From an optimization exercise on the open Yosys and OpenROAD flow, aimed at small area, a short achievable clock period and few clock cycles per item; shortcuts taken in it are not production practice.
The RTL was checked by simulation tests, not by an equivalence proof against the original design.
Power figures rest on the tool's default switching activity, not on a simulated workload.

## run A
// pce_codec
module pce_codec (
    input  wire        clk,
    input  wire        rst,         
    input  wire        start,       
    input  wire        mode,        
    input  wire [5:0]  n_in,
    input  wire [5:0]  p_in,
    input  wire [5:0]  l_in,
    input  wire [32:0] data_in,
    output wire        done,        
    output wire [2:0]  err,         
    output wire [5:0]  res,         
    output wire [32:0] data_out
);
    localparam W  = 4;              
    localparam WV = W + 18;         
    localparam ERR_NONE      = 3'd0;
    localparam ERR_DIVERGED  = 3'd2;
    localparam ERR_MALFORMED = 3'd3;
    localparam ERR_PRECOND   = 3'd4;
    localparam S_IDLE = 0;
    localparam S_SCAN = 1;          
    localparam S_MPB  = 2;          
    localparam S_CORR = 3;          
    localparam S_D2   = 4;          
    localparam S_D3   = 5;          
    reg [5:0]  st;
    reg [32:0] R;
    reg [5:0]  n, p, l;
    reg [2:0]  k;
    reg [5:0]  nl;                  
    reg [5:0]  nk;                  
    reg [4:0]  i;                   
    reg [5:0]  rem;                 
    reg [5:0]  cnt;
    reg [3:0]  jq;                  
    reg        qsrc;                
    reg [5:0]  L;                   
    reg        chg;
    reg [2:0]  err_r;
    reg        done_r;
    assign data_out = R;
    assign res      = cnt;
    assign err      = err_r;
    assign done     = done_r;
    function [32:0] rot;            
        input [32:0] v;
        input [5:0]  a;
        reg   [65:0] d;
        begin
            d   = {v, v} >> a;
            rot = d[32:0];
        end
    endfunction
    function [32:0] therm;          
        input [6:0] v;
        integer b;
        begin
            for (b = 0; b < 33; b = b + 1)
                therm[b] = (b < v);
        end
    endfunction
    function [3:0] hj;              
        input [12:0] v;
        reg   [15:0] a;
        reg   [7:0]  b;
        reg   [3:0]  c;
        reg   [1:0]  d;
        begin
            a     = {3'd0, v};
            hj[3] = a[15:8] != 8'd0;
            b     = hj[3] ? a[15:8] : a[7:0];
            hj[2] = b[7:4] != 4'd0;
            c     = hj[2] ? b[7:4] : b[3:0];
            hj[1] = c[3:2] != 2'd0;
            d     = hj[1] ? c[3:2] : c[1:0];
  ...
Size: ~5200 cells after synthesis, ~98 I/O pins.
clock: 13.0 ns
lec_check: 0
abc_area: 1
cap_margin: 20
core_margin: 2
core_utilization: 25
place_density: 0.5
slew_margin: 20
standard.sh (not shown) runs the stock make flow with config.mk's settings and CLKGATE_MAP_FILE= SYNTH_SCRIPT=/design/flow/synth_recipe.tcl, a recipe that flattens the netlist after the stock synthesis.
==> flow/flow/run.sh <==
#!/bin/bash
# Layout flow: the standard flow (standard.sh), with ORFS's timing repair
# asked to leave a setup margin of 7.5 ns instead of the default, so that the
# repair sizes and buffers the critical paths. The clock and the constraints
# are the standard flow's own.
set -euo pipefail
bash standard.sh SETUP_SLACK_MARGIN=7.5 finish > standard.log 2>&1
Testbench counts of run A, summed over its fixed seeds: cycles 6,638, items 1,920.
Relative to run A, the following input files were edited for run B:
==> flow/flow/run.sh <==
#!/bin/bash
# Layout flow: the standard flow (standard.sh), with ORFS's timing repair
# asked to leave a setup margin of 6.8 ns instead of the default, so that the
# repair sizes and buffers the critical paths. The clock and the constraints
# are the standard flow's own.
set -euo pipefail
bash standard.sh SETUP_SLACK_MARGIN=6.8 finish > standard.log 2>&1
==> comparison <==
- Comparing run B and run A, the higher sum of buffers and inverters on the critical path was measured on run B.
- Power: run B draws less than run A
- Diff run A -> run B: fraction of cell area in non-clock buffers down 5.6 points; wire length reported by the detailed router lower.
- Per the comparison of run B with run A, design area lower, mean routed wirelength per cell shrank by 1.6%, area of placed instances now sits at about the same level, initial antenna violation count held steady, total vias in the final route went down by about 5%.
- Diff run B..run A | cell depth of the worst hold path | unchanged
- Half-perimeter wire length after placement: run A vs run B identical
Input-level comparison between run C and run B:
Settings: a change of PLACE_DENSITY from 0.5 to 0.6; a change of CORE_UTILIZATION from 25 to 40.
==> flow/flow/run.sh <==
#!/bin/bash
# Layout flow: the standard flow (standard.sh), with ORFS's timing repair
# asked to leave a setup margin of 7 ns instead of the default, so that the
# repair sizes and buffers the critical paths. The clock and the constraints
# are the standard flow's own.
set -euo pipefail
bash standard.sh SETUP_SLACK_MARGIN=7 finish > standard.log 2>&1
[summary]
- A cell with the largest stage delay on the worst path of sky130_fd_sc_hd__o21ai_0 is what run C shows, while sky130_fd_sc_hd__a221oi_1 belongs to run B.
- Any difference in number of maximum-capacitance violations between run C and run B is small enough to ignore.
- Delta (run C minus run B): register-to-register slack has increased; least setup slack across all paths after layout now sits higher; part of the cycle the worst path needs lost 0.76 points; non-clock buffer count climbed about 3.3%.
- Run C: share of the final layout cell area in multi-input gates is 1.3 points higher than what run B reported.
- Each of the runs, namely run C and run B, reached the end of the flow and came out clean.
- From run B to run C the numbers moved as follows: final cell count now smaller; length of the first detailed-routing pass in iterations now larger.
- Reported for run C and run B, synthesized area turned out identical to the last digit.
Inputs modified between run C and run D:
Settings: SLEW_MARGIN now 5, was 20; PLACE_DENSITY now 0.5, was 0.6; CAP_MARGIN now 5, was 20; CORE_UTILIZATION now 25, was 40.
## What came out
Compared with run C, run D shows aggregate routed wire length that has gone up by more than 10%.
Run D reports its end point of the critical path as L[0]$_SDFFCE_PP1P_ while run C reports R[21]$_DFFE_PP_.
Design area went up by a few percent going from run C to run D.
Cmp run C and run D / global placer's final weighted congestion / higher: run C
Run D vs run C: critical path depth down by more than 10%
Run D vs. run C: die area now sits higher; sum of met2 wire segment lengths after detailed routing now sits higher; remaining global-route overflow now sits at about the same level; worst hold slack now sits higher; die extent in x now sits higher.
Taking run C as the reference, in run D largest clock skew in the final design went up 8.3 ps, post-CTS setup repair buffer count shows an increase of about 30%.

========
== build 95 ==
pce_codec, a different RTL version from the one above (not shown whole).
For scale: ~5100 cells after synthesis, about 110 flip-flops, ~0.028 mm2 of cells after synthesis.
==> flow/design.v (excerpt) <==
module pce_codec (
    input  wire        clk,
    input  wire        rst,         
    input  wire        start,       
    input  wire        mode,        
    input  wire [5:0]  n_in,
    input  wire [5:0]  p_in,
    input  wire [5:0]  l_in,
    input  wire [32:0] data_in,
    output wire        done,        
    output wire [2:0]  err,         
    output wire [5:0]  res,         
    output wire [32:0] data_out
);
    localparam W  = 4;              
    localparam WV = W + 18;         
    localparam ERR_NONE      = 3'd0;
    localparam ERR_DIVERGED  = 3'd2;
    localparam ERR_MALFORMED = 3'd3;
    localparam ERR_PRECOND   = 3'd4;
    localparam S_IDLE = 0;
    localparam S_SCAN = 1;          
    localparam S_MPB  = 2;          
    localparam S_CORR = 3;          
    localparam S_D1   = 4;          
    localparam S_D2   = 5;          
    localparam S_D3   = 6;          
    reg [6:0]  st;
    reg [32:0] R;
    reg [5:0]  n, p, l;
    reg [2:0]  k;
    reg [5:0]  nl;                  
    reg [5:0]  nk;                  
    reg [4:0]  i;                   
    reg [5:0]  rem;                 
  ...
==> flow/config.mk <==
export PLATFORM = sky130hd
export DESIGN_NAME = pce_codec
export DESIGN_NICKNAME = pce_codec
export VERILOG_FILES = /design/flow/design.v
export SDC_FILE = /design/flow/constraint.sdc
export NUM_CORES = 4
export LEC_CHECK = 0
export ABC_AREA = 1
export CAP_MARGIN = 20
export CORE_MARGIN = 2
export CORE_UTILIZATION = 25
export PLACE_DENSITY = 0.5
export SLEW_MARGIN = 20
==> flow/constraint.sdc <==
create_clock -name core_clock -period 13.0 [get_ports {clk}]
set_input_delay 2.6000 -clock core_clock [delete_from_list [all_inputs] [get_ports {clk}]]
set_output_delay 2.6000 -clock core_clock [all_outputs]
set_load 0.01 [all_outputs]
==> flow/flow/run.sh <==
#!/bin/bash
# Layout flow: the standard flow (standard.sh), with ORFS's timing repair
# asked to leave a setup margin of 9 ns instead of the default, so that the
# repair sizes and buffers the critical paths. The clock and the constraints
# are the standard flow's own.
set -euo pipefail
bash standard.sh SETUP_SLACK_MARGIN=9 finish > standard.log 2>&1
No stage failed in build 95, and the final checks on the layout all came back clean.
Testbench counts of build 95, summed over its fixed seeds: cycles 7,579, items 1,920.
## Diff of input files: trial 58 against build 95
==> flow/flow/run.sh <==
#!/bin/bash
# Layout flow: the standard flow (standard.sh), with ORFS's timing repair
# asked to leave a setup margin of 7 ns instead of the default, so that the
# repair sizes and buffers the critical paths. The clock and the constraints
# are the standard flow's own.
set -euo pipefail
bash standard.sh SETUP_SLACK_MARGIN=7 finish > standard.log 2>&1
Findings:
Build 95 → trial 58: overall power after layout fell 690 uW; area growth from synthesis to layout fell 46 points.
Build 95 -> trial 58: routed wire length decreased by more than 10%
Delta(part of the total power dissipated in the clock network, trial 58 - build 95) > 0
Taking build 95 as 1.0, trial 58 lands at 0.846 on wire length of the first global-routing pass.
Area of combinational cells with multiple inputs in trial 58 vs build 95: down about 20%
In the flow results for trial 58 and build 95, the total net switching power is larger on build 95.
Trial 58 against build 95: total of fill cells in the finished design higher, utilization lower.

========
job 101:
pce_codec with an RTL version that a note above also has.
Size in the first run: ~5200 cells after synthesis.
clock: 13.0 ns
lec_check: 0
abc_area: 1
cap_margin: 20
core_margin: 2
core_utilization: 25
place_density: 0.5
slew_margin: 20
==> flow/flow/run.sh <==
#!/bin/bash
# Layout flow: the standard flow (standard.sh), with ORFS's timing repair
# asked to leave a setup margin of 6 ns instead of the default, so that the
# repair sizes and buffers the critical paths. The clock and the constraints
# are the standard flow's own.
set -euo pipefail
bash standard.sh SETUP_SLACK_MARGIN=6 finish > standard.log 2>&1
Testbench counts of job 101, summed over its fixed seeds: cycles 6,638, items 1,920.
> inputs changed (job 101 -> job 102)
-- flow/flow/run.sh --
<<< job 101, line 3
# asked to leave a setup margin of 6 ns instead of the default, so that the
>>> job 102, line 3
# asked to leave a setup margin of 7 ns instead of the default, so that the
<<< job 101, line 7
bash standard.sh SETUP_SLACK_MARGIN=6 finish > standard.log 2>&1
>>> job 102, line 7
bash standard.sh SETUP_SLACK_MARGIN=7 finish > standard.log 2>&1
-- flow/config.mk --
<<< job 101, line 8
export ABC_AREA = 1
>>> job 102, line 8
export ABC_AREA = 0
==> comparison <==
For job 102, the critical path's slowest cell was sky130_fd_sc_hd__o211a_1, unlike job 101, where it was sky130_fd_sc_hd__o21ai_1. STATUS setup slack: job 102 loses against job 101. In job 102 relative to job 101, total power of the final layout had gone up by more than a quarter. Part of the power in combinational logic delta for job 102 relative to job 101: 8.1 points higher. Comparing job 102 and job 101, the higher wire length of the first global-routing pass was measured on job 102. Setup TNS after final layout came out exactly the same in job 102 and job 101. Between job 102 and job 101, design area is higher for job 102, job 101 comes in under that. Going from job 101 to job 102, count of different cell masters after synthesis grew by more than a quarter. Comparing job 102 and job 101, the lower standard cell area after detailed placement is on job 101.
## Diff of input files: job 103 against job 102
-- flow/flow/run.sh --
<<< job 102, line 3
# asked to leave a setup margin of 7 ns instead of the default, so that the
>>> job 103, line 3
# asked to leave a setup margin of 7 ns instead of the default (without gate
# cloning), so that the
<<< job 102, line 7
bash standard.sh SETUP_SLACK_MARGIN=7 finish > standard.log 2>&1
>>> job 103, line 8
bash standard.sh SETUP_SLACK_MARGIN=7 SKIP_GATE_CLONING=1 finish > standard.log 2>&1
-- flow/config.mk --
<<< job 102, line 8
export ABC_AREA = 0
>>> job 103, line 8
export ABC_AREA = 1
==> run summary <==
Job 103 vs. job 102: die area lower; global-route wire length before repair lower; final critical path time including I/O delays and setup lower. Job 103 vs job 102: filler cell count in the final layout up in job 103. Between job 102 and job 103, routed wire length is lower for job 103, job 102 comes in above that. Total power is higher on job 102. Job 103 vs job 102 — average cell area after synthesis dropped by more than 10%. Job 103: part of the power in combinational logic 6.1 points below job 102. What job 102 reported for final-stage net count has to be multiplied by 1.14 to get the figure for job 103.
For job 104, these inputs were changed with respect to job 103:
==> flow/flow/run.sh <==
#!/bin/bash
# Layout flow: the standard flow (standard.sh), with ORFS's timing repair
# asked to leave a setup margin of 7.2 ns instead of the default, so that the
# repair sizes and buffers the critical paths. The clock and the constraints
# are the standard flow's own.
set -euo pipefail
bash standard.sh SETUP_SLACK_MARGIN=7.2 finish > standard.log 2>&1
Notes after the runs:
Summary of job 104 over job 103: non-clock buffer count grew by 77, worst setup slack grew by 0.20 ns, finished layout cell area grew by 0.0019 mm^2, fmax grew by about 3.5%, average via count per standard cell held steady. Re final cycle utilization of the critical path: job 104 and job 103 aren't equal, and the higher value belongs to job 103.
Modified inputs, job 105 compared to job 104
-- flow/flow/run.sh --
<<< job 104, line 3
# asked to leave a setup margin of 7.2 ns instead of the default, so that the
>>> job 105, line 3
# asked to leave a setup margin of 7 ns instead of the default, so that the
<<< job 104, line 7
bash standard.sh SETUP_SLACK_MARGIN=7.2 finish > standard.log 2>&1
>>> job 105, line 7
bash standard.sh SETUP_SLACK_MARGIN=7 finish > standard.log 2>&1
### Flow results
Summary of job 105 over job 104: area added between synthesis and finish fell by 6.1 points; number of vias per cell stayed essentially flat; die area stayed essentially flat; post-route worst hold slack rose by 0.0036 ns.
Diff job 105..job 104 | instance count of the mapped netlist | unchanged
Per the comparison of job 105 with job 104, final critical path time including I/O delays and setup went up 0.24 ns, critical path depth decreased 14.
Final standard cell area without fillers: job 105 and job 104 compared, higher one is job 104
Job 105 ends up with a final-stage net count that is 71 lower than in job 104.
Compared with job 104, in job 105 met1 wire length saw a decrease, total power saw a decrease.

## static timing again, ports no longer ideal
The flow's constraints put no driver on any port. The routed layouts listed below were extracted and timed again, unchanged, in two steps.
Step 1, drivers: a clkbuf_16 drives clk and a buf_2 each remaining input, both assumed.
Step 2 moves the port delays by t, midway between the first and last clock arrival at a register: inputs arrive t later, outputs are due t later. That takes back most of the time a late clock gives input paths.
Slacks: ideal ports / drivers / drivers and shift; pairs: ideal ports / drivers.
run | t (ns) | setup WS [ns] | hold slack, ns | worst setup path at the end | latest minus earliest clock arrival (ns)
run A | 0.481 | 7.349 / 7.349 / 7.037 | 0.594 / 0.594 / 0.594 | input to register | 0.031 / 0.030
run B | 0.473 | 6.809 / 6.809 / 6.598 | 0.637 / 0.637 / 0.637 | input to register | 0.028 / 0.028
run C | 0.463 | 6.908 / 6.908 / 6.842 | 0.578 / 0.578 / 0.578 | input to register | 0.024 / 0.024
run D | 0.473 | 7.032 / 7.032 / 6.718 | 0.624 / 0.624 / 0.624 | input to register | 0.032 / 0.032
build 95 | 0.483 | 7.673 / 7.673 / 7.673 | 0.607 / 0.607 / 0.607 | register to register | 0.020 / 0.021
trial 58 | 0.474 | 7.021 / 7.021 / 6.965 | 0.647 / 0.647 / 0.647 | input to register | 0.026 / 0.026
job 101 | 0.472 | 6.160 / 6.160 / 5.939 | 0.647 / 0.647 / 0.647 | input to register | 0.027 / 0.027
job 102 | 0.487 | 6.098 / 6.098 / 5.785 | 0.646 / 0.646 / 0.646 | input to register | 0.038 / 0.039
job 103 | 0.472 | 7.013 / 7.013 / 6.771 | 0.621 / 0.621 / 0.621 | input to register | 0.028 / 0.028
job 104 | 0.475 | 7.215 / 7.215 / 6.876 | 0.620 / 0.620 / 0.620 | input to register | 0.026 / 0.025
job 105 | 0.476 | 6.979 / 6.979 / 6.811 | 0.624 / 0.624 / 0.624 | input to register | 0.023 / 0.023
After both steps every run listed still meets setup and hold. For job 104, which loses most, drivers alone change the setup slack by 0.000 ns; drivers and shift together by -0.339 ns.
